From an optimization exercise on the open Yosys and OpenROAD flow, aimed at small area; shortcuts taken in it are not production practice.
The RTL was checked by simulation tests, not by an equivalence proof against the original design.
Power is estimated from default activity; no workload was simulated.

==> flow/design.v <==
module marlin_codec (
    input  wire        clk,
    input  wire        rst,
    input  wire        rx_valid,
    input  wire [7:0]  rx_byte,
    output wire        rx_result,
    output reg  [3:0]  rx_status,
    output wire [1:0]  msg_kind,
    output wire [15:0] msg_addr,
    output wire [7:0]  msg_bytelen,
    input  wire [7:0]  msg_idx,
    output wire [15:0] msg_word,
    input  wire        tx_req_valid,
    output wire        tx_req_ready,
    input  wire [1:0]  tx_cmd,
    input  wire [15:0] tx_addr,
    input  wire [1:0]  tx_ptype,
    input  wire [31:0] tx_data,
    input  wire        tx_wide,
    input  wire        tx_signed,
    input  wire [8:0]  tx_text_len,
    output wire [7:0]  txt_idx,
    input  wire [7:0]  txt_byte,
    output wire        tx_out_valid,
    input  wire        tx_out_ready,
    output reg  [7:0]  tx_out_byte,
    output reg  [1:0]  tx_status
);
    localparam [7:0] H1     = 8'h5A;
    localparam [7:0] H2     = 8'hA5;
    localparam [7:0] OK0    = 8'h4F;
    localparam [7:0] OK1    = 8'h4B;
    localparam [3:0] ST_IDLE         = 4'd0;
    localparam [3:0] ST_ACCUM        = 4'd1;
    localparam [3:0] ST_NOISE        = 4'd2;
    localparam [3:0] ST_DROP_HEADER  = 4'd3;
    localparam [3:0] ST_DROP_LENGTH  = 4'd4;
    localparam [3:0] ST_ACK          = 4'd5;
    localparam [3:0] ST_DROP_FIELDS  = 4'd6;
    localparam [3:0] ST_DROP_COMMAND = 4'd7;
    localparam [3:0] ST_MSG          = 4'd8;
    localparam [1:0] CL_WRITE = 2'd0;    
    localparam [1:0] CL_RVAR  = 2'd1;
    localparam [1:0] CL_RREG  = 2'd2;
    localparam [1:0] CL_OTHER = 2'd3;
    localparam [1:0] TS_IDLE   = 2'd0;
    localparam [1:0] TS_SENT   = 2'd1;
    localparam [1:0] TS_NOOP   = 2'd2;
    localparam [1:0] TS_REJECT = 2'd3;
    localparam [1:0] CMD_WREG = 2'd0;
    localparam [1:0] CMD_RREG = 2'd1;
    localparam [1:0] CMD_WVAR = 2'd2;
    localparam [1:0] CMD_RVAR = 2'd3;
    localparam [1:0] P_NONE = 2'd0;
    localparam [1:0] P_BYTE = 2'd1;
    localparam [1:0] P_INT  = 2'd2;
    localparam [1:0] P_TEXT = 2'd3;
    localparam [6:0] K_OFF0 = 7'd122;
    localparam [6:0] K_OFF1 = 7'd123;
    localparam [6:0] K_OFF2 = 7'd124;
    localparam [6:0] K_OFF3 = 7'd125;
    localparam [6:0] K_OFF5 = 7'd127;
    localparam [6:0] K_BAD  = 7'd64;
    reg [6:0] rx_k;
    reg [1:0] rx_cls;      
    reg [7:0] rx_b4;       
    reg [7:0] rx_b5;       
    reg [7:0] store [0:63];
    wire msg_on  = rx_status[3];
    wire is_rvar = (rx_cls == CL_RVAR);
    wire [1:0] cls_in  = (rx_byte == 8'h80 || rx_byte == 8'h82) ? CL_WRITE :
                         (rx_byte == 8'h83) ? CL_RVAR :
                         (rx_byte == 8'h81) ? CL_RREG : CL_OTHER;
    wire [1:0] cls_now = (rx_k == K_OFF3) ? cls_in : rx_cls;
    wire [7:0] bl = is_rvar ? store[32] : rx_b5;
    wire [6:0] k_inc   = rx_k + 7'd1;
    wire [6:0] fit_lim = is_rvar ? {rx_k[6:1], 1'b0} : k_inc;
    wire fit = (rx_k == (is_rvar ? 7'd0 : K_OFF5)) ? (rx_byte == 8'd0) :
               (!rx_k[6] && bl <= {1'b0, fit_lim});
    wire is_ack = (rx_k == K_OFF5) && (rx_b4 == OK0) && (rx_byte == OK1);
    wire [5:0] widx = is_rvar ? {k_inc[0], k_inc[5:1]} : k_inc[5:0];
    wire       wen  = rx_valid && !rx_k[6];
    wire       len_wen = rx_valid && (rx_k == K_OFF2);
    wire [7:0] len_q   = store[0];
    wire [6:0] kend    = len_q[6:0] - 7'd4;     
    integer m;
    always @(posedge clk) begin
        for (m = 0; m < 64; m = m + 1)
            if ((wen && widx == m) || (len_wen && m == 0))
                store[m] <= rx_byte;
        if (rx_valid) begin
            if (rx_k == K_OFF3) rx_cls  <= cls_in;
            if (rx_k == 7'd126) rx_b4   <= rx_byte;
            if (rx_k == K_OFF5) rx_b5   <= rx_byte;
        end
    end
    always @(posedge clk) begin
        if (rst) begin
            rx_k      <= K_OFF0;
            rx_status <= ST_IDLE;
        end else if (rx_valid) begin
            if (rx_k == K_OFF0) begin
                if (rx_byte != H1) begin
                    rx_status <= ST_NOISE;
                end else begin
                    rx_status <= ST_ACCUM;
                    rx_k      <= K_OFF1;
                end
            end else if (rx_k == K_OFF1) begin
                rx_status <= ST_ACCUM;
                rx_k      <= (rx_byte == H2) ? K_OFF2 : K_BAD;
            end else if (rx_k == K_BAD) begin
                rx_status <= ST_DROP_HEADER;
                rx_k      <= K_OFF0;
            end else if (rx_k == K_OFF2) begin
                if (rx_byte == 8'd0 || rx_byte > 8'd67) begin
                    rx_status <= ST_DROP_LENGTH;
                    rx_k      <= K_OFF0;
                end else begin
                    rx_status <= ST_ACCUM;
                    rx_k      <= K_OFF3;
                end
            end else if (rx_k == kend) begin
                rx_k <= K_OFF0;
                case (cls_now)
                    CL_WRITE: rx_status <= is_ack ? ST_ACK : ST_DROP_FIELDS;
                    CL_RVAR,
                    CL_RREG:  rx_status <= fit ? ST_MSG : ST_DROP_FIELDS;
                    default:  rx_status <= ST_DROP_COMMAND;
                endcase
            end else begin
                rx_status <= ST_ACCUM;
                rx_k      <= k_inc;
            end
        end
    end
    assign rx_result   = msg_on;
    assign msg_kind    = msg_on ? rx_cls : 2'd0;
    assign msg_addr    = !msg_on ? 16'h0000 : is_rvar ? {rx_b4, rx_b5} : {8'h00, rx_b4};
    assign msg_bytelen = msg_on ? bl : 8'h00;
    wire [8:0] idx_cmp = is_rvar ? {msg_idx, 1'b0} : {1'b0, msg_idx};
    wire       ent_on  = msg_on && (idx_cmp < {1'b0, bl});
    reg [31:0] rsel;
    integer r;
    always @* for (r = 0; r < 32; r = r + 1) rsel[r] = ent_on && (msg_idx[4:0] == ((r + 31) % 32));
    wire rreg_hi = msg_idx[5] ^ (msg_idx[4:0] == 5'd31);
    wire [255:0] st_lo, st_hi;
    genvar g;
    generate
        for (g = 0; g < 32; g = g + 1) begin : g_st
            assign st_lo[8 * g +: 8] = store[g];
            assign st_hi[8 * g +: 8] = store[32 + g];
        end
    endgenerate
    wire [7:0] lo32, hi32;
    marlin_sel32 u_sel_lo (.d(st_lo), .sel(rsel), .y(lo32));
    marlin_sel32 u_sel_hi (.d(st_hi), .sel(rsel), .y(hi32));
    wire [7:0] w_hi    = is_rvar ? lo32 : 8'h00;
    wire [7:0] w_lo    = (is_rvar || rreg_hi) ? hi32 : lo32;
    assign msg_word    = {w_hi, w_lo};
    localparam [2:0] F_WREG0 = 3'd0;    
    localparam [2:0] F_WREG1 = 3'd1;    
    localparam [2:0] F_WVAR0 = 3'd2;    
    localparam [2:0] F_BYTE  = 3'd3;    
    localparam [2:0] F_SHORT = 3'd4;    
    localparam [2:0] F_LONG  = 3'd5;    
    localparam [2:0] F_TEXT  = 3'd6;    
    reg        tx_busy;
    reg [8:0]  tx_c;         
    reg [2:0]  tx_fmt;
    reg [15:0] tx_addr_q;
    reg [31:0] tx_data_q;    
    assign tx_req_ready = !tx_busy;
    assign tx_out_valid = tx_busy;
    assign txt_idx      = tx_c[7:0];
    wire req_text    = (tx_ptype == P_TEXT);
    wire req_illegal = tx_cmd[0] ||
                       (tx_cmd == CMD_WREG && (tx_addr[15:8] != 8'h00 || req_text)) ||
                       (req_text && tx_text_len > 9'd252);
    wire req_noop    = req_text && (tx_text_len == 9'd0);
    wire req_long = tx_wide && (!tx_signed || !tx_data[31]) && (tx_data[31:16] != 16'h0000);
    reg [2:0] req_fmt;
    always @* begin
        if (tx_cmd == CMD_WREG)
            req_fmt = (tx_ptype == P_NONE) ? F_WREG0 : F_WREG1;
        else
            case (tx_ptype)
                P_NONE:  req_fmt = F_WVAR0;
                P_BYTE:  req_fmt = F_BYTE;
                P_INT:   req_fmt = req_long ? F_LONG : F_SHORT;
                default: req_fmt = F_TEXT;
            endcase
    end
    wire       wvar   = (tx_fmt != F_WREG0) && (tx_fmt != F_WREG1);
    wire [7:0] tx_n   = tx_data_q[7:0];
    wire [8:0] c_inc  = tx_c + 9'd1;
    reg [7:0] tx_len;
    always @* begin
        case (tx_fmt)
            F_WREG0: tx_len = 8'd2;
            F_WREG1,
            F_WVAR0: tx_len = 8'd3;
            F_BYTE,
            F_SHORT: tx_len = 8'd5;
            F_LONG:  tx_len = 8'd7;
            default: tx_len = tx_n + 8'd3;
        endcase
    end
    reg tx_last;
    always @* begin
        case (tx_fmt)
            F_WREG0: tx_last = (tx_c == 9'h1FE);
            F_WREG1,
            F_WVAR0: tx_last = (tx_c == 9'h1FF);
            F_BYTE,
            F_SHORT: tx_last = (tx_c == 9'd1);
            F_LONG:  tx_last = (tx_c == 9'd3);
            default: tx_last = (c_inc == {1'b0, tx_n});
        endcase
    end
    wire hdr     = tx_c[8];                 
    wire is_long = (tx_fmt == F_LONG);
    wire is_byte = (tx_fmt == F_BYTE);
    wire is_text = (tx_fmt == F_TEXT);
    wire p0   = hdr && (tx_c[2:0] == 3'd2);
    wire p1   = hdr && (tx_c[2:0] == 3'd3);
    wire p2   = hdr && (tx_c[2:0] == 3'd4);
    wire p3   = hdr && (tx_c[2:0] == 3'd5);
    wire p4   = hdr && (tx_c[2:0] == 3'd6);
    wire p5   = hdr && (tx_c[2:0] == 3'd7);
    wire pl   = !hdr && !is_text;            
    wire s_ah = p4 && wvar;
    wire s_al = (p4 && !wvar) || (p5 && wvar);
    wire s_v0 = (p5 && !wvar) ||
                (pl && (is_byte ? !tx_c[0] : is_long ? (tx_c[1:0] == 2'd3) : tx_c[0]));
    wire s_v1 = pl && (is_long ? (tx_c[1:0] == 2'd2) : (!is_byte && !tx_c[0]));
    wire s_v2 = pl && is_long && (tx_c[1:0] == 2'd1);
    wire s_v3 = pl && is_long && (tx_c[1:0] == 2'd0);
    wire s_tx = !hdr && is_text;
    always @* begin
        tx_out_byte = ({8{p0}}   & H1) |
                      ({8{p1}}   & H2) |
                      ({8{p2}}   & tx_len) |
                      ({8{p3}}   & {6'b100000, wvar, 1'b0}) |
                      ({8{s_ah}} & tx_addr_q[15:8]) |
                      ({8{s_al}} & tx_addr_q[7:0]) |
                      ({8{s_v0}} & tx_data_q[7:0]) |
                      ({8{s_v1}} & tx_data_q[15:8]) |
                      ({8{s_v2}} & tx_data_q[23:16]) |
                      ({8{s_v3}} & tx_data_q[31:24]) |
                      ({8{s_tx}} & txt_byte);
    end
    wire req_go = !tx_busy && tx_req_valid && !req_illegal && !req_noop;
    always @(posedge clk) begin
        if (req_go) begin
            tx_c      <= 9'h1FA;
            tx_fmt    <= req_fmt;
            tx_addr_q <= tx_addr;
            tx_data_q <= {tx_data[31:8], req_text ? tx_text_len[7:0] : tx_data[7:0]};
        end else if (tx_busy && tx_out_ready) begin
            tx_c <= c_inc;
        end
    end
    always @(posedge clk) begin
        if (rst) begin
            tx_busy   <= 1'b0;
            tx_status <= TS_IDLE;
        end else if (!tx_busy) begin
            if (tx_req_valid) begin
                if (req_illegal)
                    tx_status <= TS_REJECT;
                else if (req_noop)
                    tx_status <= TS_NOOP;
                else
                    tx_busy <= 1'b1;
            end
        end else if (tx_out_ready && tx_last) begin
            tx_busy   <= 1'b0;
            tx_status <= TS_SENT;
        end
    end
endmodule
module marlin_sel32 (
    input  wire [255:0] d,
    input  wire [31:0]  sel,
    output wire [7:0]   y
);
    genvar b, g;
    generate
        for (b = 0; b < 8; b = b + 1) begin : g_bit
            wire [10:0] n;
            for (g = 0; g < 10; g = g + 1) begin : g_grp
                marlin_aoi222 u_aoi (
                    .a0(d[8 * (3 * g) + b]),     .s0(sel[3 * g]),
                    .a1(d[8 * (3 * g + 1) + b]), .s1(sel[3 * g + 1]),
                    .a2(d[8 * (3 * g + 2) + b]), .s2(sel[3 * g + 2]),
                    .y(n[g]));
            end
            assign n[10] = ~((d[8 * 30 + b] & sel[30]) | (d[8 * 31 + b] & sel[31]));
            assign y[b] = ~&n;
        end
    endgenerate
endmodule
module marlin_aoi222 (
    input  wire a0, s0, a1, s1, a2, s2,
    output wire y
);
    assign y = ~((a0 & s0) | (a1 & s1) | (a2 & s2));
endmodule
==> flow/flow/run.sh <==
#!/bin/bash
# Standard ORFS layout with small port buffers and a clock tree without dummy loads.
set -euo pipefail
export BUFFER_PORTS_ARGS="-buffer_cell sky130_fd_sc_hd__buf_1"
export CTS_ARGS="-sink_clustering_enable -repair_clock_nets -dont_use_dummy_load -buf_list sky130_fd_sc_hd__clkbuf_16 -sink_clustering_size 30 -sink_clustering_max_diameter 80"
bash standard.sh > standard.log 2>&1
==> flow/standard.sh <==
#!/bin/bash
# synth_recipe.tcl (not shown) runs the flow's synth.tcl, then flattens the netlist and writes it again
# the make line also repeats each setting of config.mk as NAME=value (left out here)
make -C /OpenROAD-flow-scripts/flow DESIGN_CONFIG=/design/flow/config.mk WORK_HOME=/design/flow/orfs CLKGATE_MAP_FILE= SYNTH_SCRIPT=/design/flow/synth_recipe.tcl "${@:-finish}"
==> flow/config.mk <==
export PLATFORM = sky130hd
export DESIGN_NAME = marlin_codec
export DESIGN_NICKNAME = marlin_codec
export VERILOG_FILES = /design/flow/design.v
export SDC_FILE = /design/flow/constraint.sdc
export NUM_CORES = 4
export LEC_CHECK = 0
export CAP_MARGIN = 10
export CORE_MARGIN = 2
export CORE_UTILIZATION = 62
export PLACE_DENSITY = 0.75
export SLEW_MARGIN = 10
export SYNTH_HIERARCHICAL = 1
==> flow/constraint.sdc <==
create_clock -name core_clock -period 20.0 [get_ports {clk}]
set_input_delay 4.0000 -clock core_clock [delete_from_list [all_inputs] [get_ports {clk}]]
set_output_delay 4.0000 -clock core_clock [all_outputs]
set_load 0.01 [all_outputs]
==> results of run 1 <==
## logic make-up after synthesis
family / Yosys count / synth area share [%]
AO/OA/AOI/OAI: 319 / 11.13
XOR/XNOR: 40 / 1.421
adder cells (fa/ha/maj): 29 / 1.471
buffers and inverters: 83 / 1.568
flip-flops: 604 / 72.62
multiplexers: 27 / 1.228
AND/OR/NAND/NOR: 502 / 10.56
## report_power, final
group,leakage (nW),internal [mW],switching [mW]
Clock,0.333,0.241,0.357
Combinational,2.68,0.0692,0.145
Sequential,5.42,1.40,0.0211
## per-module statistics from Yosys, one instance, submodules excluded
module | cells inside | cell area, um2
marlin_codec | 1360 | 22430
marlin_sel32 | 42 | 312.8
marlin_aoi222 | 1 | 10.01
## cell usage in the layout, fill, tap and decap left out, types with 14 or more instances in the layout
cell,n
sky130_fd_sc_hd__and3_1,14
sky130_fd_sc_hd__buf_1,150
sky130_fd_sc_hd__inv_1,29
sky130_fd_sc_hd__buf_4,36
sky130_fd_sc_hd__nor2b_1,18
sky130_fd_sc_hd__ha_1,29
sky130_fd_sc_hd__xnor2_1,27
sky130_fd_sc_hd__or4_4,16
sky130_fd_sc_hd__clkbuf_16,27
sky130_fd_sc_hd__o21ai_0,22
sky130_fd_sc_hd__mux2_2,16
sky130_fd_sc_hd__a222oi_1,168
sky130_fd_sc_hd__a22o_1,16
sky130_fd_sc_hd__nor4_1,14
sky130_fd_sc_hd__and2_1,16
sky130_fd_sc_hd__edfxtp_1,581
sky130_fd_sc_hd__nand4_1,50
sky130_fd_sc_hd__nor2_1,112
sky130_fd_sc_hd__nand3_1,43
sky130_fd_sc_hd__dfxtp_1,23
sky130_fd_sc_hd__nand2_1,136
sky130_fd_sc_hd__nor3_1,23
sky130_fd_sc_hd__a21oi_1,34
## registers in the layout (all words and copies together) (netlist names)
register	flops
rx_status	4
tx_data_q	32
tx_busy	1
tx_status	2
rx_k	7
rx_b5	8
tx_addr_q	16
rx_b4	8
tx_fmt	3
store	512
tx_c	9
rx_cls	2
## critical path, cell delays in order
cell	delay, ps
sky130_fd_sc_hd__buf_1	480
sky130_fd_sc_hd__nand2_1	100
sky130_fd_sc_hd__nand2_1	90
sky130_fd_sc_hd__ha_1	120
sky130_fd_sc_hd__o311a_1	150
sky130_fd_sc_hd__o21a_1	130
sky130_fd_sc_hd__o21ai_2	70
sky130_fd_sc_hd__a21oi_2	880
sky130_fd_sc_hd__or3_1	500
sky130_fd_sc_hd__nor4_4	210
sky130_fd_sc_hd__a222oi_1	520
sky130_fd_sc_hd__nand4_1	310
sky130_fd_sc_hd__or4_4	520
sky130_fd_sc_hd__mux2_2	290
sky130_fd_sc_hd__buf_1	140
## worst max-delay path by stage
stage                              to  slack (ps)  depth (start not counted)
after floorplan           msg_word[1]        8720                         14
after global placement    msg_word[1]        7680                         15
after detailed placement  msg_word[3]        7600                         15
after CTS                 msg_word[2]        7560                         15
after global routing      msg_word[3]        7230                         15
final                     msg_word[7]        7480                         15
## Yosys cell counts (12+ instances only)
cell type / number
sky130_fd_sc_hd__and2_1: 16
sky130_fd_sc_hd__xnor2_1: 27
sky130_fd_sc_hd__edfxtp_1: 581
sky130_fd_sc_hd__nor3_1: 28
sky130_fd_sc_hd__a222oi_1: 168
sky130_fd_sc_hd__nor2b_1: 19
sky130_fd_sc_hd__dfxtp_1: 23
sky130_fd_sc_hd__nand3_1: 43
sky130_fd_sc_hd__o21ai_0: 23
sky130_fd_sc_hd__xor2_1: 13
sky130_fd_sc_hd__a22o_1: 16
sky130_fd_sc_hd__nand4_1: 50
sky130_fd_sc_hd__mux2_2: 16
sky130_fd_sc_hd__inv_1: 30
sky130_fd_sc_hd__ha_1: 29
sky130_fd_sc_hd__clkbuf_1: 25
sky130_fd_sc_hd__and3_1: 14
sky130_fd_sc_hd__nor4_1: 23
sky130_fd_sc_hd__nand2_1: 136
sky130_fd_sc_hd__nor2_1: 113
sky130_fd_sc_hd__a21oi_1: 34
sky130_fd_sc_hd__or4_4: 16
sky130_fd_sc_hd__buf_2: 12
## layout make-up
class / count / share of cell area, %
repair buffers: 194 / 3.267
clock buffers: 27 / 2.528
well taps: 525 / 2.457
inverters: 31 / 0.4353
diodes: 3 / 0.02808
multi-input cells: 917 / 24.29
flip-flops and latches: 604 / 66.99
## metrics by stage
stage	setup WS, ps	instances	hold slack [ps]
after global routing	7235	2299	497.9
after floorplan	8722	1604	480.2
after CTS	7557	2298	474.3
after global placement	7683	2271	439.0
after detailed placement	7603	2271	451.8
final	7485	2301	468.0
## layer usage
| metal | vias up | wire length, um | global-route usage (%) |
|---|---|---|---|
| met1 | 8103 | 24970 | 46.19 |
| met5 | - | 0 | 0 |
| li1 | 6986 | - | - |
| met2 | 1205 | 31240 | 51.04 |
| met3 | 152 | 7652 | 5.129 |
| met4 | 0 | 3231 | 13.43 |
==> parameters.txt, run 1 <==
Parameter                              Value

Run status
  Outcome ... finished clean

GRT
  Remaining global-route overflow ... 0
  Initial antenna violation count ... 1
  Maximum number of pins on one net before global-route repair ... 72
  First-pass GRT wire length ... 99280 um
  Number of global-route vias before repair ... 15480
  Overall routing resource usage ... 32.53%

Hold path
  Hold path startpoint ... rx_status[0]
  Worst hold path type ... reg -> reg
  Worst Hold Path Cells ... 2
  Endpoint of the worst hold-timing path ... rx_status[0]

Critical path
  Arrival time of the worst setup path ... 8520 ps
  Category of the critical setup timing path ... in -> out
  Length in cells of the worst reg-to-reg path ... 7
  Maximum fanout count along the critical path ... 17
  Terminus of the critical flop-to-flop path ... store[62][5]
  Reg-to-reg slack, setup ... 15900 ps
  Setup crit start kind ... input port
  Start point of the critical path ... msg_idx[0]
  Worst R2R Start ... rx_k[0]
  CP required ... 16000 ps
  Setup crit end kind ... output pin

Yosys
  Dominant cell type by area after synthesis ... sky130_fd_sc_hd__edfxtp_1
  Fraction of registers with async set or reset after synthesis ... 0%
  Number of warnings issued by yosys ... 8
  Most area-consuming cells after synthesis ... sky130_fd_sc_hd__edfxtp_1, sky130_fd_sc_hd__a222oi_1, sky130_fd_sc_hd__nand2_1
  FF+latch count, synth ... 604
  Cell variety after synth ... 75
  Post-Syn Instances ... 1604
  Share of synthesized area occupied by flip-flops and latches ... 72.62%
  Average size of a mapped cell ... 15.37 um2
  Proportion of netlist area held by the largest area contributor ... 70.75%
  Top flip-flop cell by instance count after synthesis ... sky130_fd_sc_hd__edfxtp_1
  Post-synthesis cell area ... 24660 um2
  Number of enable-type register cells in the synthesized netlist ... 581

Finish
  Multi-input logic area ... 6494 um2
  Share of post-route cells with drive strength above 1 ... 7.840%
  Filler Cells Inserted ... 2704
  Share of the core filled with cells ... 67.74%
  Area taken by flip-flops and latches ... 17910 um2
  Layout Area Growth over Synthesis ... 8.397%
  Post-layout net count ... 1896
  Post-route cell area ... 26730 um2

Floorplanning
  Die X-Extent ... 203.4 um
  Height of the die ... 203.4 um
  Standard-cell rows ... 73
  Initial core utilization ... 62.50%
  Die area ... 41390 um2
  Core box area ... 39460 um2
  Num ports ... 159

STA
  Tightest slew margin relative to the limit ... 10.16%
  Final setup fails ... 0
  RSZ-0062 raised after global routing ... no
  Final worst-path cycle share ... 62.58%
  Maximum operating frequency ... 0.07990 GHz
  Shortest period the worst path allows ... 12520 ps
  Count of final max-slew check failures ... 0
  Actual slew at the worst max-slew pin ... 1340 ps
  Sum Neg Setup Slack ... 0 ps
  Total count of hold-check failures in the final report ... 0
  Setup Skew ... 48.14 ps

Clock tree
  Post-CTS resize count ... 0
  Maximum count of clock buffers along a single path ... 3
  CTS Buf Count ... 27
  CTS tree ... built
  Clock Latency Late Sink ... 580 ps
  Number of levels in the clock H-tree ... 1
  TritonCTS sink count ... 604
  Clock transition time at the flip-flop clock pins of the worst setup and hold paths ... 110 ps
  Count of hold-fix buffers inserted at cts ... 0
  Clock root buffer ... sky130_fd_sc_hd__clkbuf_16
  # Post-CTS Setup Buffers ... 0

Pwr
  Peak supply drop ... 0.07953 mV
  Static Leakage ... 8.426 nW
  Areal power density over the cells ... 83.42 nW/um2
  Total Power Consumption ... 2.230 mW

Route
  Antenna violation net count after detailed routing ... 0
  Detail-routed via count per cell ... 7.147
  Iteration-0 DRC count of the detailed router ... 3033
  Total number of vias ... 16450
  Wire length per cell after detailed routing ... 29.16 um
  Number of search-and-repair iterations in the first detailed-routing pass ... 14
  DRC viols ... 0
  Final Routed Wirelength ... 67100 um

Place
  Post-detail-place hpwl ... 45030 um
  Routability-driven placement congestion ratio ... 0.9866
  Total of buffers placed on input and output ports ... 158
  Cell area reported after detailed placement ... 26050 um2

Flow run
  Max Cap Violations ... 0
==> run 2, diff against run 1 <==
--- a/flow/design.v
+++ b/flow/design.v
@@ -83,11 +83,12 @@
     wire       len_wen = rx_valid && (rx_k == K_OFF2);
     wire [7:0] len_q   = store[0];
     wire [6:0] kend    = len_q[6:0] - 7'd4;     
+    wire [63:0] wr, keep;
+    marlin_wdec u_wdec (.a(widx), .en(wen), .en0(len_wen), .wr(wr), .keep(keep));
     integer m;
     always @(posedge clk) begin
         for (m = 0; m < 64; m = m + 1)
-            if ((wen && widx == m) || (len_wen && m == 0))
-                store[m] <= rx_byte;
+            store[m] <= (store[m] & {8{keep[m]}}) | (rx_byte & {8{wr[m]}});
         if (rx_valid) begin
             if (rx_k == K_OFF3) rx_cls  <= cls_in;
             if (rx_k == 7'd126) rx_b4   <= rx_byte;
@@ -307,3 +308,14 @@
 );
     assign y = ~((a0 & s0) | (a1 & s1) | (a2 & s2));
 endmodule
+module marlin_wdec (
+    input  wire [5:0]  a,
+    input  wire        en,
+    input  wire        en0,
+    output reg  [63:0] wr,
+    output wire [63:0] keep
+);
+    integer i;
+    always @* for (i = 0; i < 64; i = i + 1) wr[i] = (en && (a == i)) || (en0 && i == 0);
+    assign keep = ~wr;
+endmodule
==> flow/flow/run.sh (replaced) <==
#!/bin/bash
# Standard ORFS layout with small port buffers and a clock tree without dummy loads.
set -euo pipefail
export BUFFER_PORTS_ARGS="-buffer_cell sky130_fd_sc_hd__buf_1"
export REMOVE_ABC_BUFFERS=1
export CTS_ARGS="-sink_clustering_enable -repair_clock_nets -dont_use_dummy_load -buf_list sky130_fd_sc_hd__clkbuf_16 -sink_clustering_size 30 -sink_clustering_max_diameter 80"
bash standard.sh > standard.log 2>&1
--- a/flow/config.mk
+++ b/flow/config.mk
@@ -7,7 +7,7 @@
 export LEC_CHECK = 0
 export CAP_MARGIN = 10
 export CORE_MARGIN = 2
-export CORE_UTILIZATION = 62
-export PLACE_DENSITY = 0.75
+export CORE_UTILIZATION = 56
+export PLACE_DENSITY = 0.68
 export SLEW_MARGIN = 10
 export SYNTH_HIERARCHICAL = 1
==> run 2 against run 1 <==
- cell count rose by 28%
- clock skew rose by 27 ps
- design area fell by 0.38%
- largest cell class unchanged
- critical path depth did not move
==> parameters.txt, run 2 <==
Parameter                              Value

Finish
  N_diodes ... 0
  Layout Area Growth over Synthesis ... 5.986%
  Post-layout net count ... 2468
  Register with the most flip-flops ... store
  Filler Cells Inserted ... 3709
  Number of flip-flops in the largest register ... 512
  Post-layout instance count excluding filler cells ... 2937
  Share of post-route cells with drive strength above 1 ... 6.994%
  Share of the core filled with cells ... 60.22%
  Leading cell types in the layout, fill and taps excluded ... sky130_fd_sc_hd__dfxtp_1, sky130_fd_sc_hd__a22o_1, sky130_fd_sc_hd__nand2_1
  Post-route cell area ... 26630 um2
  Registers with the most flip-flops ... store x512, tx_data_q x32, tx_addr_q x16
  Leading cell type in the layout, fill and taps excluded ... sky130_fd_sc_hd__dfxtp_1

Clock tree
  CTS tree ... built
  TritonCTS sink count ... 604
  Clock Latency Late Sink ... 640 ps
  # Post-CTS Setup Buffers ... 0
  CTS Buf Count ... 28
  Number of levels in the clock H-tree ... 1
  Maximum count of clock buffers along a single path ... 3
  Clock root buffer ... sky130_fd_sc_hd__clkbuf_16
  Count of hold-fix buffers inserted at cts ... 0
  Post-CTS resize count ... 0
  Clock transition time at the flip-flop clock pins of the worst setup and hold paths ... 70 ps

Route
  Total number of vias ... 21820
  Wire length per cell after detailed routing ... 29.97 um
  DRC viols ... 0
  Iteration-0 DRC count of the detailed router ... 4273
  Number of search-and-repair iterations in the first detailed-routing pass ... 15
  Final Routed Wirelength ... 88010 um
  Antenna violation net count after detailed routing ... 0
  Detail-routed via count per cell ... 7.431

STA
  Actual slew at the worst max-slew pin ... 1328 ps
  Final setup fails ... 0
  Setup Skew ... 74.83 ps
  Total count of hold-check failures in the final report ... 0
  Final WS setup ... 7414 ps
  Count of final max-slew check failures ... 0
  Post-route worst hold slack ... 477.5 ps
  Shortest period the worst path allows ... 12590 ps
  RSZ-0062 raised after global routing ... no
  Sum Neg Setup Slack ... 0 ps
  Maximum operating frequency ... 0.07945 GHz
  Final worst-path cycle share ... 62.93%
  Tightest slew margin relative to the limit ... 11.12%

Yosys
  Fraction of registers with async set or reset after synthesis ... 0%
  Share of synthesized area occupied by flip-flops and latches ... 50.88%
  Most common cell in the synthesized netlist ... sky130_fd_sc_hd__dfxtp_1
  FF+latch count, synth ... 604
  Cell variety after synth ... 74
  Post-synthesis cell area ... 25120 um2
  List of most frequent post-synthesis cells ... sky130_fd_sc_hd__dfxtp_1, sky130_fd_sc_hd__a22o_1, sky130_fd_sc_hd__nand2_1
  Top flip-flop cell by instance count after synthesis ... sky130_fd_sc_hd__dfxtp_1
  Proportion of netlist area held by the largest area contributor ... 42.63%
  Dominant cell type by area after synthesis ... sky130_fd_sc_hd__dfxtp_1
  Most area-consuming cells after synthesis ... sky130_fd_sc_hd__dfxtp_1, sky130_fd_sc_hd__a22o_1, sky130_fd_sc_hd__edfxtp_1
  Number of warnings issued by yosys ... 9
  Post-Syn Instances ... 2363
  Number of enable-type register cells in the synthesized netlist ... 69
  Average size of a mapped cell ... 10.63 um2

Place
  Total of buffers placed on input and output ports ... 158
  Dpl cells ... 2909
  Worst setup timing slack at the placement stage ... 7681 ps
  Cell area reported after detailed placement ... 25920 um2
  Routability-driven placement congestion ratio ... 0.9639
  Post-detail-place hpwl ... 60240 um

Pwr
  Sequential power share ... 57.0%
  Cell Int Power ... 1.683 mW
  Static Leakage ... 9.874 nW
  Total Power Consumption ... 2.376 mW
  Switching share of power ... 29.17%
  Peak supply drop ... 0.08406 mV
  Net switching power ... 0.6932 mW
  Share of power burned in the clock network ... 26.3%
  Comb power frac ... 16.7%
  Areal power density over the cells ... 89.24 nW/um2

Critical path
  Setup crit start kind ... input port
  Arrival time of the worst setup path ... 8590 ps
  CP required ... 16000 ps
  Worst R2R Start ... rx_cls[1]
  Terminus of the critical flop-to-flop path ... store[62][2]
  Reg-to-reg slack, setup ... 15520 ps
  Maximum fanout count along the critical path ... 16
  Length in cells of the worst reg-to-reg path ... 7
  Category of the critical setup timing path ... in -> out
  Setup crit end kind ... output pin

Floorplanning
  Core box area ... 44220 um2
  Initial core utilization ... 56.81%
  Height of the die ... 215.8 um
  Num ports ... 159
  Die area ... 46570 um2
  Standard-cell rows ... 77
  Die X-Extent ... 215.8 um

Run status
  Outcome ... finished clean

Hold path
  Endpoint of the worst hold-timing path ... store[63][5]
  Hold path startpoint ... store[63][5]
  Worst hold path type ... reg -> reg
  Worst Hold Path Cells ... 1

GRT
  Maximum number of pins on one net before global-route repair ... 71
  Global-route met1 utilization ... 51.45%
  GR Layer Usage met3 ... 10.67%
  Number of global-route vias before repair ... 20160
  Initial antenna violation count ... 0
  Most heavily used metal layer in global routing ... met2
  Overall routing resource usage ... 36.35%
  First-pass GRT wire length ... 130500 um
  Remaining global-route overflow ... 0
  Met2 track demand over resource ... 52.17%

Flow run
  Max Cap Violations ... 0
==> run 2: cell types whose count changed after synthesis, sizes merged, moves of 31 or more <==
cell    previous run  this run
a22o              16       528
buf               27       162
clkbuf            25        93
dfxtp             23       535
edfxtp           581        69
nand2            136       167
==> run 2: layout make-up <==
cell class / instances / area [um2] / area share, %
flip-flops and latches: 604 / 12780 / 48.00
multi-input cells: 1472 / 11290 / 42.42
repair buffers: 209 / 989.7 / 3.717
well taps: 592 / 740.7 / 2.782
clock buffers: 28 / 700.7 / 2.631
inverters: 32 / 120.1 / 0.4511
==> run 2: routing by layer <==
layer  up-vias  wire (um)
met5         -          0
met4         0       4112
met3       252      12920
met2      1729      36280
met1     10590      34700
li1       9257          -
==> run 2: logic make-up after synthesis <==
kind of cell / after synthesis / synth area share [%]
DFF: 604 / 50.88
adders and majority gates: 30 / 1.484
muxes: 33 / 1.399
and+or+nand+nor: 552 / 11.89
xor gates and xnor gates: 39 / 1.360
buffers and inverters: 287 / 4.612
AOI/OAI and AO/OA: 818 / 28.38
==> run 2: modules after synthesis (local to each module, per instance) <==
| module | copies in the design | cell area, um2 | flops+latches | cells inside |
|---|---|---|---|---|
| marlin_codec | 1 | 21840 | 604 | 1924 |
| marlin_wdec | 1 | 1056 | 0 | 195 |
| marlin_sel32 | 2 | 312.8 | 0 | 42 |
| marlin_aoi222 | 160 | 10.01 | 0 | 1 |
==> run 2: critical path, stage by stage <==
cell and delay, ps:
sky130_fd_sc_hd__buf_1 720, sky130_fd_sc_hd__nand2_1 100, sky130_fd_sc_hd__nand2_1 110, sky130_fd_sc_hd__ha_1 230, sky130_fd_sc_hd__o311a_1 110, sky130_fd_sc_hd__o21a_1 170
sky130_fd_sc_hd__o21ai_0 170, sky130_fd_sc_hd__a21o_1 220, sky130_fd_sc_hd__nand4_1 460, sky130_fd_sc_hd__nor2_1 1220, sky130_fd_sc_hd__a222oi_1 420, sky130_fd_sc_hd__nand2_1 180
sky130_fd_sc_hd__or4_4 140, sky130_fd_sc_hd__mux2_2 150, sky130_fd_sc_hd__buf_1 160
==> run 2: power by group through the flow <==
stage | Clock [mW] | Sequential [mW] | Combinational, mW
after floorplan | 0 | 1.36 | 0.228
final | 0.624 | 1.36 | 0.397
after global routing | 0.665 | 1.36 | 0.416
after detailed placement | 0 | 1.38 | 0.380
after CTS | 0.626 | 1.35 | 0.382
after global placement | 0 | 1.38 | 0.374
==> run 2: worst max-delay path by stage <==
stage               startpoint           to  slack (ps)  depth (start not counted)
floorplan           msg_idx[4]  msg_word[0]        8880                         13
global placement    msg_idx[1]  msg_word[1]        7590                         16
detailed placement  msg_idx[1]  msg_word[4]        7680                         16
CTS                 msg_idx[1]  msg_word[4]        7660                         16
global route        msg_idx[1]  msg_word[1]        7290                         16
finish              msg_idx[1]  msg_word[1]        7410                         15
==> run 3, diff against run 2 <==
--- a/flow/config.mk
+++ b/flow/config.mk
@@ -7,7 +7,7 @@
 export LEC_CHECK = 0
 export CAP_MARGIN = 10
 export CORE_MARGIN = 2
-export CORE_UTILIZATION = 56
-export PLACE_DENSITY = 0.68
+export CORE_UTILIZATION = 65
+export PLACE_DENSITY = 0.78
 export SLEW_MARGIN = 10
 export SYNTH_HIERARCHICAL = 1
==> run 3 against run 2 <==
- sequential power about the same
- largest cell class unchanged
- design area decreased by 0.67%
- flip-flop and latch count unchanged
- wire length decreased by 3.5%
- register-to-register slack about the same
- largest power group unchanged
- area after synthesis unchanged
- global-route usage increased by 4.1 points
- via count about the same
- worst setup slack got worse by 94 ps
- core utilization increased by 8.7 points
==> parameters.txt, run 3 <==
Parameter                              Value

STA
  Sum Neg Setup Slack ... 0 ps
  Tightest slew margin relative to the limit ... 13.97%
  Final worst-path cycle share ... 63.40%
  Total count of hold-check failures in the final report ... 0
  Shortest period the worst path allows ... 12680 ps
  Setup Skew ... 54.74 ps
  Maximum operating frequency ... 0.07886 GHz
  Final WS setup ... 7319 ps
  RSZ-0062 raised after global routing ... no
  Count of final max-slew check failures ... 0
  Final setup fails ... 0
  Actual slew at the worst max-slew pin ... 1286 ps
  Post-route worst hold slack ... 473.8 ps

Floorplanning
  Standard-cell rows ... 72
  Height of the die ... 200.6 um
  Die X-Extent ... 200.6 um
  Initial core utilization ... 65.47%
  Num ports ... 159
  Core box area ... 38380 um2
  Die area ... 40240 um2

Route
  Detail-routed via count per cell ... 7.636
  Number of search-and-repair iterations in the first detailed-routing pass ... 16
  Wire length per cell after detailed routing ... 29.72 um
  DRC viols ... 0
  Total number of vias ... 21830
  Iteration-0 DRC count of the detailed router ... 4317
  Final Routed Wirelength ... 84950 um
  Antenna violation net count after detailed routing ... 0

Critical path
  Category of the critical setup timing path ... in -> out
  Crit-path cells ... buf_1 > nand2_1 > nand2_1 > ha_1 > o311a_1 > o21a_1 > o21ai_0 > a21o_1 > nand4b_1 > nor2_1 > a222oi_1 > nand4_1 > or4_4 > and2_1 > buf_1
  Arrival time of the worst setup path ... 8680 ps
  Delay of the slowest critical-path stage ... 1150 ps
  Setup crit end kind ... output pin
  Worst path slowest cell ... sky130_fd_sc_hd__nor2_1
  Setup crit start kind ... input port
  Maximum fanout count along the critical path ... 16
  CP required ... 16000 ps

Yosys
  Share of synthesized area occupied by flip-flops and latches ... 50.88%
  Most common cell in the synthesized netlist ... sky130_fd_sc_hd__dfxtp_1
  Dominant cell type by area after synthesis ... sky130_fd_sc_hd__dfxtp_1
  Number of warnings issued by yosys ... 9
  Number of enable-type register cells in the synthesized netlist ... 69
  Post-synthesis share of cell area spent on and, or, nand and nor gates ... 11.89%
  Cell variety after synth ... 74
  Most area-consuming cells after synthesis ... sky130_fd_sc_hd__dfxtp_1, sky130_fd_sc_hd__a22o_1, sky130_fd_sc_hd__edfxtp_1
  Area share of fa/ha/maj cells after synthesis ... 1.484%
  Multiplexer share of the synthesized area ... 1.399%
  Compound-gate portion of the synthesized area ... 28.38%
  Post-Syn Instances ... 2363
  Fraction of registers with async set or reset after synthesis ... 0%
  Top flip-flop cell by instance count after synthesis ... sky130_fd_sc_hd__dfxtp_1
  FF+latch count, synth ... 604
  Average size of a mapped cell ... 10.63 um2
  Xor/xnor cell area share of the yosys netlist ... 1.360%
  Proportion of netlist area held by the largest area contributor ... 42.63%
  List of most frequent post-synthesis cells ... sky130_fd_sc_hd__dfxtp_1, sky130_fd_sc_hd__a22o_1, sky130_fd_sc_hd__nand2_1
  Post-synthesis cell area ... 25120 um2
  Main combinational cell family by area after synthesis ... compound AO/OA/AOI/OAI gates

Flow run
  Max Cap Violations ... 0

Run status
  Outcome ... finished clean

Clock tree
  Post-CTS resize count ... 0
  TritonCTS sink count ... 604
  CTS tree ... built
  Clock Latency Late Sink ... 620 ps
  Maximum count of clock buffers along a single path ... 3
  Clock root buffer ... sky130_fd_sc_hd__clkbuf_16
  CTS Buf Count ... 28
  # Post-CTS Setup Buffers ... 0
  Number of levels in the clock H-tree ... 1
  Clock transition time at the flip-flop clock pins of the worst setup and hold paths ... 80 ps
  Count of hold-fix buffers inserted at cts ... 0

Finish
  Post-layout net count ... 2460
  Layout Area Growth over Synthesis ... 5.274%
  Registers with the most flip-flops ... store x512, tx_data_q x32, tx_addr_q x16
  Share of post-route cells with drive strength above 1 ... 6.376%
  Register with the most flip-flops ... store
  Leading cell types in the layout, fill and taps excluded ... sky130_fd_sc_hd__dfxtp_1, sky130_fd_sc_hd__a22o_1, sky130_fd_sc_hd__nand2_1
  Post-layout instance count excluding filler cells ... 2858
  Share of the core filled with cells ... 68.92%
  Filler Cells Inserted ... 2959
  Number of flip-flops in the largest register ... 512
  Leading cell type in the layout, fill and taps excluded ... sky130_fd_sc_hd__dfxtp_1

Place
  Post-detail-place hpwl ... 58670 um
  Routability-driven placement congestion ratio ... 1.115
  Dpl cells ... 2827
  Total of buffers placed on input and output ports ... 158
  Worst setup timing slack at the placement stage ... 7566 ps

GRT
  Remaining global-route overflow ... 0
  Number of global-route vias before repair ... 20180
  Maximum number of pins on one net before global-route repair ... 71
  Initial antenna violation count ... 5
  Overall routing resource usage ... 40.48%
  First-pass GRT wire length ... 127400 um

Hold path
  Worst hold path type ... reg -> reg

Pwr
  Peak supply drop ... 0.06470 mV
  Static Leakage ... 9.827 nW
  Areal power density over the cells ... 89.48 nW/um2
[run 3: cell counts after synthesis]
Identical to the previous run, type by type.
[run 3: kinds of logic after synthesis]
| family | Yosys count |
|---|---|
| multiplexers | 33 |
| buffers and inverters | 287 |
| AND/OR/NAND/NOR | 552 |
| adder cells (fa/ha/maj) | 30 |
| XOR/XNOR | 39 |
| flip-flops | 604 |
| AO/OA/AOI/OAI | 818 |
[run 3: worst max-delay path, delay by kind of cell]
family,cells,cell delay [ps]
AO/OA/AOI/OAI,5,1090
adder cells (fa/ha/maj),1,230
buffers and inverters,2,930
AND/OR/NAND/NOR,7,2400
[run 3: per-layer routing]
layer  global-route usage [%]  share of wire, %
met1                    56.12                39
met2                    59.70                42
met3                    8.880                13
met4                    20.42               6.0
met5                    2.262              0.17
[run 3: layout make-up]
type / instances / area [um2] / area share, %
Antenna cell: 3 / 7.507 / 0.02838
Timing Repair Buffer: 201 / 925.9 / 3.501
Sequential cell: 604 / 12780 / 48.33
Clock buffer: 28 / 700.7 / 2.649
Tap cell: 518 / 648.1 / 2.450
Multi-Input combinational cell: 1472 / 11260 / 42.59
Inverter: 32 / 120.1 / 0.4541
[run 3: path summary, 6_finish.rpt]
check | startpoint | to | slack [ps] | cells past startpoint
min | store[36][0] | store[36][0] | 470 | 1
max reg2reg | rx_cls[1] | store[62][7] | 15530 | 7
max | msg_idx[0] | msg_word[8] | 7320 | 15
min reg2reg | store[36][0] | store[36][0] | 470 | 1
[run 3: through the flow]
stage | area [um2] | power, mW
final | 26450 | 2.367
after global routing | 26450 | 2.429
after floorplan | 24090 | 1.586
after detailed placement | 25740 | 1.752
after CTS | 26440 | 2.345
after global placement | 25740 | 1.744
[run 3: per-module statistics from Yosys, one instance, submodules excluded]
module	cells inside	cell area, um2	copies in the design	flops+latches
marlin_codec	1924	21840	1	604
marlin_aoi222	1	10.01	160	0
marlin_wdec	195	1056	1	0
marlin_sel32	42	312.8	2	0
[run 3: where the power goes]
group,internal (mW),total (mW),switching (mW)
Clock,0.250,0.621,0.371
Sequential,1.29,1.36,0.0674
Combinational,0.141,0.386,0.245
Total,1.68,2.37,0.683
==> run 4, diff against run 3 <==
--- a/flow/config.mk
+++ b/flow/config.mk
@@ -7,7 +7,7 @@
 export LEC_CHECK = 0
 export CAP_MARGIN = 10
 export CORE_MARGIN = 2
-export CORE_UTILIZATION = 65
-export PLACE_DENSITY = 0.78
+export CORE_UTILIZATION = 62
+export PLACE_DENSITY = 0.75
 export SLEW_MARGIN = 10
 export SYNTH_HIERARCHICAL = 1
==> run 4 against run 3 <==
- still clean
- register-to-register slack got worse by 630 ps
- via count shrank 2.0%
- fmax shrank 0.88%
- area after synthesis did not move
- non-clock buffer count rose by 2
- sequential power is essentially flat
- global-route usage fell by 2.8 points
- critical path depth increased by 1
- clock skew fell by 20 ps
- wire length fell by 4.0%
- core utilization fell by 2.5 points
- combinational power down 1%
- critical path type unchanged
==> parameters.txt, run 4 <==
Parameter                              Value

Run status
  Outcome ... finished clean

Clock tree
  CTS Buf Count ... 26
  TritonCTS sink count ... 604
  CTS tree ... built
  Clock Latency Late Sink ... 610 ps
  Number of levels in the clock H-tree ... 1
  Clock root buffer ... sky130_fd_sc_hd__clkbuf_16
  # Post-CTS Setup Buffers ... 0
  Maximum count of clock buffers along a single path ... 3
  Count of hold-fix buffers inserted at cts ... 0
  Post-CTS resize count ... 0
  Clock transition time at the flip-flop clock pins of the worst setup and hold paths ... 90 ps

Finish
  Share of the core filled with cells ... 66.41%
  Post-layout net count ... 2460
  Number of flip-flops in the largest register ... 512
  Register with the most flip-flops ... store
  Share of post-route cells with drive strength above 1 ... 6.632%
  Leading cell types in the layout, fill and taps excluded ... sky130_fd_sc_hd__dfxtp_1, sky130_fd_sc_hd__a22o_1, sky130_fd_sc_hd__nand2_1
  Leading cell type in the layout, fill and taps excluded ... sky130_fd_sc_hd__dfxtp_1
  N_diodes ... 0
  Layout Area Growth over Synthesis ... 5.264%
  Registers with the most flip-flops ... store x512, tx_data_q x32, tx_addr_q x16
  Filler Cells Inserted ... 3189

GRT
  Initial antenna violation count ... 1
  Overall routing resource usage ... 37.63%
  Number of global-route vias before repair ... 20370
  Maximum number of pins on one net before global-route repair ... 71
  First-pass GRT wire length ... 122900 um
  Remaining global-route overflow ... 0

Pwr
  Static Leakage ... 9.835 nW
  Total Power Consumption ... 2.335 mW
  Areal power density over the cells ... 88.29 nW/um2
  Peak supply drop ... 0.06523 mV

Route
  Antenna violation net count after detailed routing ... 0
  Total number of vias ... 21390
  Wire length per cell after detailed routing ... 28.49 um
  DRC viols ... 0
  Iteration-0 DRC count of the detailed router ... 3930
  Detail-routed via count per cell ... 7.475
  Number of search-and-repair iterations in the first detailed-routing pass ... 14
  Final Routed Wirelength ... 81540 um

Yosys
  List of most frequent post-synthesis cells ... sky130_fd_sc_hd__dfxtp_1, sky130_fd_sc_hd__a22o_1, sky130_fd_sc_hd__nand2_1
  FF+latch count, synth ... 604
  Top flip-flop cell by instance count after synthesis ... sky130_fd_sc_hd__dfxtp_1
  Number of enable-type register cells in the synthesized netlist ... 69
  Dominant cell type by area after synthesis ... sky130_fd_sc_hd__dfxtp_1
  Cell variety after synth ... 74
  Number of warnings issued by yosys ... 9
  Share of synthesized area occupied by flip-flops and latches ... 50.88%
  Fraction of registers with async set or reset after synthesis ... 0%
  Post-synthesis cell area ... 25120 um2
  Post-Syn Instances ... 2363
  Proportion of netlist area held by the largest area contributor ... 42.63%
  Average size of a mapped cell ... 10.63 um2
  Most common cell in the synthesized netlist ... sky130_fd_sc_hd__dfxtp_1
  Most area-consuming cells after synthesis ... sky130_fd_sc_hd__dfxtp_1, sky130_fd_sc_hd__a22o_1, sky130_fd_sc_hd__edfxtp_1

Critical path
  Reg-to-reg slack, setup ... 14900 ps
  Setup crit end kind ... output pin
  Arrival time of the worst setup path ... 8790 ps
  Delay of the slowest critical-path stage ... 740 ps
  Worst path slowest cell ... sky130_fd_sc_hd__buf_1
  Maximum fanout count along the critical path ... 16
  Category of the critical setup timing path ... in -> out
  Setup crit start kind ... input port
  Top cell by count, worst path ... sky130_fd_sc_hd__nand2_1
  Crit-path cells ... buf_1 > nand2_1 > nand2_1 > ha_1 > o311a_1 > o21a_1 > o21ai_0 > a21o_1 > nand2_1 > nor3_1 > buf_4 > a222oi_1 > nand4_1 > or4_4 > mux2_2 > buf_1
  CP required ... 16000 ps

Floorplanning
  Die area ... 42150 um2
  Initial core utilization ... 63.09%
  Standard-cell rows ... 73
  Num ports ... 159
  Die X-Extent ... 205.3 um
  Core box area ... 39820 um2
  Height of the die ... 205.3 um

STA
  Total count of hold-check failures in the final report ... 0
  Maximum operating frequency ... 0.07817 GHz
  Actual slew at the worst max-slew pin ... 1269 ps
  Sum Neg Setup Slack ... 0 ps
  Count of final max-slew check failures ... 0
  RSZ-0062 raised after global routing ... no
  Setup Skew ... 34.34 ps
  Shortest period the worst path allows ... 12790 ps
  Post-route worst hold slack ... 481.6 ps
  Final setup fails ... 0
  Tightest slew margin relative to the limit ... 14.94%
  Final worst-path cycle share ... 63.96%

Place
  Total of buffers placed on input and output ports ... 158
  Post-detail-place hpwl ... 55140 um
  Routability-driven placement congestion ratio ... 0.9591

Flow run
  Max Cap Violations ... 0

Hold path
  Worst hold path type ... reg -> reg
-- run 4: cell counts after synthesis --
No cell type changed its count.
-- run 4: metrics by stage --
stage / setup slack, ps / instances / cell area [um2]
6_report: 7207 / 2862 / 26450
5_1_grt: 7132 / 2862 / 26450
4_1_cts: 7345 / 2861 / 26430
3_5_place_dp: 7366 / 2835 / 25780
3_3_place_gp: 7447 / 2835 / 25780
2_1_floorplan: 8881 / 2108 / 24090
-- run 4: per-module statistics from Yosys, one instance, submodules excluded --
module | times used | cells inside | flops+latches
marlin_aoi222 | 160 | 1 | 0
marlin_sel32 | 2 | 42 | 0
marlin_codec | 1 | 1924 | 604
marlin_wdec | 1 | 195 | 0
-- run 4: per-layer routing --
layer	track usage [%]	vias up	share of wire, %
li1	-	9220	-
met1	51.48	10420	40
met2	57.11	1526	44
met3	7.507	231	11
met4	18.22	0	5.2
met5	0.5952	-	0
-- run 4: worst paths after layout --
path | from | endpoint | cells past startpoint
setup / recovery | msg_idx[1] | msg_word[0] | 16
hold / removal | store[48][7] | store[48][7] | 1
setup reg to reg | rx_cls[1] | store[56][0] | 8
hold reg to reg | store[48][7] | store[48][7] | 1
-- run 4: cell families after synthesis --
| family | after synthesis | share of synthesized area (%) |
|---|---|---|
| multiplexers | 33 | 1.399 |
| AO/OA/AOI/OAI | 818 | 28.38 |
| adder cells (fa/ha/maj) | 30 | 1.484 |
| buffers and inverters | 287 | 4.612 |
| XOR/XNOR | 39 | 1.360 |
| flip-flops | 604 | 50.88 |
| AND/OR/NAND/NOR | 552 | 11.89 |
-- run 4: area by class of cell --
type                       count  area, um2  area share [%]
sequential                   604      12780           48.33
clock buffer                  26      650.6           2.460
timing repair buffer         203      940.9           3.558
multi-input combinational   1472      11300           42.71
inverter                      32      120.1          0.4542
tap                          525      656.9           2.484
-- run 4: where the power goes --
| part | switching [mW] | internal (mW) |
|---|---|---|
| Sequential | 0.0583 | 1.29 |
| Clock | 0.368 | 0.233 |
| Combinational | 0.242 | 0.140 |
-- run 4: critical path: cells and delay by family --
family                     cells  cell delay, ps
AOI/OAI and AO/OA              5            1260
adders and majority gates      1             140
buffers and inverters          3            1140
muxes                          1             300
and+or+nand+nor                6            1920
==> run 5, diff against run 4 <==
--- a/flow/design.v
+++ b/flow/design.v
@@ -298,7 +298,11 @@
                     .y(n[g]));
             end
             assign n[10] = ~((d[8 * 30 + b] & sel[30]) | (d[8 * 31 + b] & sel[31]));
-            assign y[b] = ~&n;
+            wire [2:0] o;
+            marlin_nand4 u_n0 (.a(n[3:0]),            .y(o[0]));
+            marlin_nand4 u_n1 (.a(n[7:4]),            .y(o[1]));
+            marlin_nand3 u_n2 (.a(n[10:8]),           .y(o[2]));
+            assign y[b] = |o;
         end
     endgenerate
 endmodule
@@ -319,3 +323,15 @@
     always @* for (i = 0; i < 64; i = i + 1) wr[i] = (en && (a == i)) || (en0 && i == 0);
     assign keep = ~wr;
 endmodule
+module marlin_nand4 (
+    input  wire [3:0] a,
+    output wire       y
+);
+    assign y = ~&a;
+endmodule
+module marlin_nand3 (
+    input  wire [2:0] a,
+    output wire       y
+);
+    assign y = ~&a;
+endmodule
==> run 5 against run 4 <==
- power fell by 0.24%
- design area down 0.36%
- still clean
- wire length fell by 0.17%
- fmax rose by 3.7%
- sequential power about the same
- cell count did not move
==> parameters.txt, run 5 <==
Parameter                              Value

Yosys
  Number of enable-type register cells in the synthesized netlist ... 69
  Proportion of netlist area held by the largest area contributor ... 42.81%
  Post-synthesis cell area ... 25020 um2
  Average size of a mapped cell ... 10.59 um2
  Most common cell in the synthesized netlist ... sky130_fd_sc_hd__dfxtp_1
  Post-Syn Instances ... 2363
  Cell variety after synth ... 74
  Top flip-flop cell by instance count after synthesis ... sky130_fd_sc_hd__dfxtp_1
  Fraction of registers with async set or reset after synthesis ... 0%
  Dominant cell type by area after synthesis ... sky130_fd_sc_hd__dfxtp_1
  Most area-consuming cells after synthesis ... sky130_fd_sc_hd__dfxtp_1, sky130_fd_sc_hd__a22o_1, sky130_fd_sc_hd__edfxtp_1
  FF+latch count, synth ... 604
  List of most frequent post-synthesis cells ... sky130_fd_sc_hd__dfxtp_1, sky130_fd_sc_hd__a22o_1, sky130_fd_sc_hd__a222oi_1
  Share of synthesized area occupied by flip-flops and latches ... 51.09%
  Number of warnings issued by yosys ... 9

STA
  Total count of hold-check failures in the final report ... 0
  Setup Skew ... 50.86 ps
  Final setup fails ... 0
  Final worst-path cycle share ... 61.67%
  Sum Neg Setup Slack ... 0 ps
  Shortest period the worst path allows ... 12330 ps
  Count of final max-slew check failures ... 0
  Tightest slew margin relative to the limit ... 11.49%
  RSZ-0062 raised after global routing ... no
  Maximum operating frequency ... 0.08108 GHz
  Actual slew at the worst max-slew pin ... 1323 ps
  Post-route worst hold slack ... 472.1 ps

Floorplanning
  Core box area ... 39820 um2
  Num ports ... 159
  Die area ... 41980 um2
  Height of the die ... 204.9 um
  Die X-Extent ... 204.9 um
  Standard-cell rows ... 73
  Initial core utilization ... 62.83%

Clock tree
  Post-CTS resize count ... 0
  Number of levels in the clock H-tree ... 1
  Clock Latency Late Sink ... 630 ps
  Clock transition time at the flip-flop clock pins of the worst setup and hold paths ... 100 ps
  Maximum count of clock buffers along a single path ... 3
  CTS tree ... built
  TritonCTS sink count ... 604
  Count of hold-fix buffers inserted at cts ... 0
  # Post-CTS Setup Buffers ... 0
  Clock root buffer ... sky130_fd_sc_hd__clkbuf_16
  CTS Buf Count ... 26

Finish
  N_diodes ... 0
  Post-route cell area ... 26350 um2
  Layout Area Growth over Synthesis ... 5.321%
  Filler Cells Inserted ... 3205
  Leading cell types in the layout, fill and taps excluded ... sky130_fd_sc_hd__dfxtp_1, sky130_fd_sc_hd__a22o_1, sky130_fd_sc_hd__a222oi_1
  Leading cell type in the layout, fill and taps excluded ... sky130_fd_sc_hd__dfxtp_1
  Register with the most flip-flops ... store
  Registers with the most flip-flops ... store x512, tx_data_q x32, tx_addr_q x16
  Share of post-route cells with drive strength above 1 ... 5.862%
  Number of flip-flops in the largest register ... 512
  Post-layout net count ... 2460
  Share of the core filled with cells ... 66.17%

Hold path
  Worst hold path type ... reg -> reg
  Hold path startpoint ... tx_status[0]
  Endpoint of the worst hold-timing path ... tx_status[0]
  Worst Hold Path Cells ... 2

Route
  DRC viols ... 0
  Antenna violation net count after detailed routing ... 0
  Total number of vias ... 21490
  Iteration-0 DRC count of the detailed router ... 3380
  Number of search-and-repair iterations in the first detailed-routing pass ... 15
  Wire length per cell after detailed routing ... 28.44 um
  Detail-routed via count per cell ... 7.510
  Final Routed Wirelength ... 81400 um

GRT
  First-pass GRT wire length ... 121600 um
  Remaining global-route overflow ... 0
  Number of global-route vias before repair ... 19570
  Overall routing resource usage ... 37.50%
  Maximum number of pins on one net before global-route repair ... 72
  Initial antenna violation count ... 0

Place
  Total of buffers placed on input and output ports ... 158
  Routability-driven placement congestion ratio ... 1.098
  Cell area reported after detailed placement ... 25670 um2
  Post-detail-place hpwl ... 55240 um

Critical path
  Setup crit start kind ... input port
  Reg-to-reg slack, setup ... 14690 ps
  Maximum fanout count along the critical path ... 16
  Category of the critical setup timing path ... in -> out
  Terminus of the critical flop-to-flop path ... store[53][5]
  Worst R2R Start ... rx_cls[1]
  Arrival time of the worst setup path ... 8330 ps
  CP required ... 16000 ps
  Length in cells of the worst reg-to-reg path ... 8
  Setup crit end kind ... output pin

Run status
  Outcome ... finished clean

Pwr
  Peak supply drop ... 0.06299 mV
  Total Power Consumption ... 2.329 mW
  Static Leakage ... 9.770 nW
  Areal power density over the cells ... 88.40 nW/um2

Flow run
  Max Cap Violations ... 0
[run 5: changes by cell type after synthesis, sizes merged]
cell	before	now
a22o	528	512
a22oi	5	21
nand2	167	151
nand3	30	46
or3	4	20
or4	23	7
[run 5: per-layer routing]
| metal | wire (um) | vias to the layer above | track usage (%) |
|---|---|---|---|
| met5 | 0 | - | 0 |
| met4 | 3776 | 0 | 15.16 |
| met3 | 10180 | 223 | 8.463 |
| met2 | 34610 | 1560 | 55.77 |
| met1 | 32840 | 10480 | 52.87 |
| li1 | - | 9226 | - |
[run 5: critical path, stage by stage]
cell                       delay (ps)
sky130_fd_sc_hd__buf_1            640
sky130_fd_sc_hd__nand2_1          100
sky130_fd_sc_hd__nand2_1          110
sky130_fd_sc_hd__ha_1             220
sky130_fd_sc_hd__o311a_1          100
sky130_fd_sc_hd__o21a_1           170
sky130_fd_sc_hd__o21ai_0          140
sky130_fd_sc_hd__a21o_1           210
sky130_fd_sc_hd__nand4b_1         390
sky130_fd_sc_hd__nor2_1          1150
sky130_fd_sc_hd__a222oi_1         330
sky130_fd_sc_hd__nand4_1          180
sky130_fd_sc_hd__or3_1            230
sky130_fd_sc_hd__mux2_2           190
sky130_fd_sc_hd__buf_1            150
[run 5: cells by family after synthesis]
| group | after synthesis | share of synthesized area (%) |
|---|---|---|
| flip-flops | 604 | 51.09 |
| multiplexers | 33 | 1.405 |
| adder cells (fa/ha/maj) | 30 | 1.490 |
| XOR/XNOR | 39 | 1.365 |
| buffers and inverters | 287 | 4.531 |
| AO/OA/AOI/OAI | 818 | 28.42 |
| AND/OR/NAND/NOR | 552 | 11.70 |
[run 5: stage by stage]
stage | instances | worst slack, ps
after global placement | 2833 | 7736
after floorplan | 2108 | 8896
after global routing | 2862 | 7420
after CTS | 2859 | 7736
after detailed placement | 2833 | 7760
final | 2862 | 7666
[run 5: worst max path at each step]
| stage | startpoint | end | slack (ps) | cells after the start |
|---|---|---|---|---|
| floorplan | msg_idx[4] | msg_word[0] | 8900 | 13 |
| global placement | msg_idx[1] | msg_word[6] | 7740 | 15 |
| detailed placement | msg_idx[0] | msg_word[7] | 7760 | 15 |
| CTS | msg_idx[0] | msg_word[7] | 7740 | 15 |
| global route | msg_idx[0] | msg_word[3] | 7420 | 15 |
| finish | msg_idx[1] | msg_word[3] | 7670 | 15 |
[run 5: power breakdown]
group          internal, mW  total (mW)  switching (mW)
logic                 0.140       0.376           0.236
registers              1.29        1.35          0.0599
clock network         0.233       0.601           0.367
total                  1.67        2.33           0.663
[run 5: area by class of cell]
cell class | count | area [um2] | area share, %
inverters | 32 | 120.1 | 0.4558
multi-input cells | 1472 | 11200 | 42.50
clock buffers | 26 | 650.6 | 2.469
well taps | 525 | 656.9 | 2.493
flip-flops and latches | 604 | 12780 | 48.51
repair buffers | 203 | 940.9 | 3.571
[run 5: modules after synthesis (local to each module, per instance)]
| module | cells inside | copies in the design | flops+latches | area, um2 |
|---|---|---|---|---|
| marlin_codec | 1924 | 1 | 604 | 21840 |
| marlin_aoi222 | 1 | 160 | 0 | 10.01 |
| marlin_sel32 | 18 | 2 | 0 | 120.1 |
| marlin_nand3 | 1 | 16 | 0 | 5.005 |
| marlin_wdec | 195 | 1 | 0 | 1056 |
| marlin_nand4 | 1 | 32 | 0 | 6.256 |

separate check: timing with driven ports:
How much do the figures lean on ideal ports? The routed layouts below were timed once more, with nothing changed but the port constraints.
Step 1 assumes that a clkbuf_16 drives the clock port and a buf_2 every other input.
Step 2 also shifts input and output timing later by t, the mid clock arrival at the registers, as if the neighbouring blocks saw the same clock.
Three values: ideal, step 1, step 2; two values: the first two.
| run | shift t [ns] | setup WS [ns] | worst register clock-pin slew, ns | worst data-port slew with drivers (ns) | pins driven straight from the clock port |
|---|---|---|---|---|---|
| run 1 | 0.641 | 7.484 / 7.396 / 7.396 | 0.11 / 0.11 | 0.08 | 1 |
| run 2 | 0.663 | 7.414 / 7.377 / 7.377 | 0.12 / 0.12 | 0.06 | 1 |
| run 3 | 0.653 | 7.319 / 7.293 / 7.293 | 0.12 / 0.12 | 0.15 | 1 |
| run 4 | 0.645 | 7.207 / 7.165 / 7.165 | 0.12 / 0.12 | 0.06 | 1 |
| run 5 | 0.649 | 7.666 / 7.639 / 7.639 | 0.12 / 0.12 | 0.06 | 1 |
After both steps setup and hold are still met in every run listed. The setup slack of run 1, which loses most, moves by -0.088 ns with the drivers and by -0.088 ns with both steps.
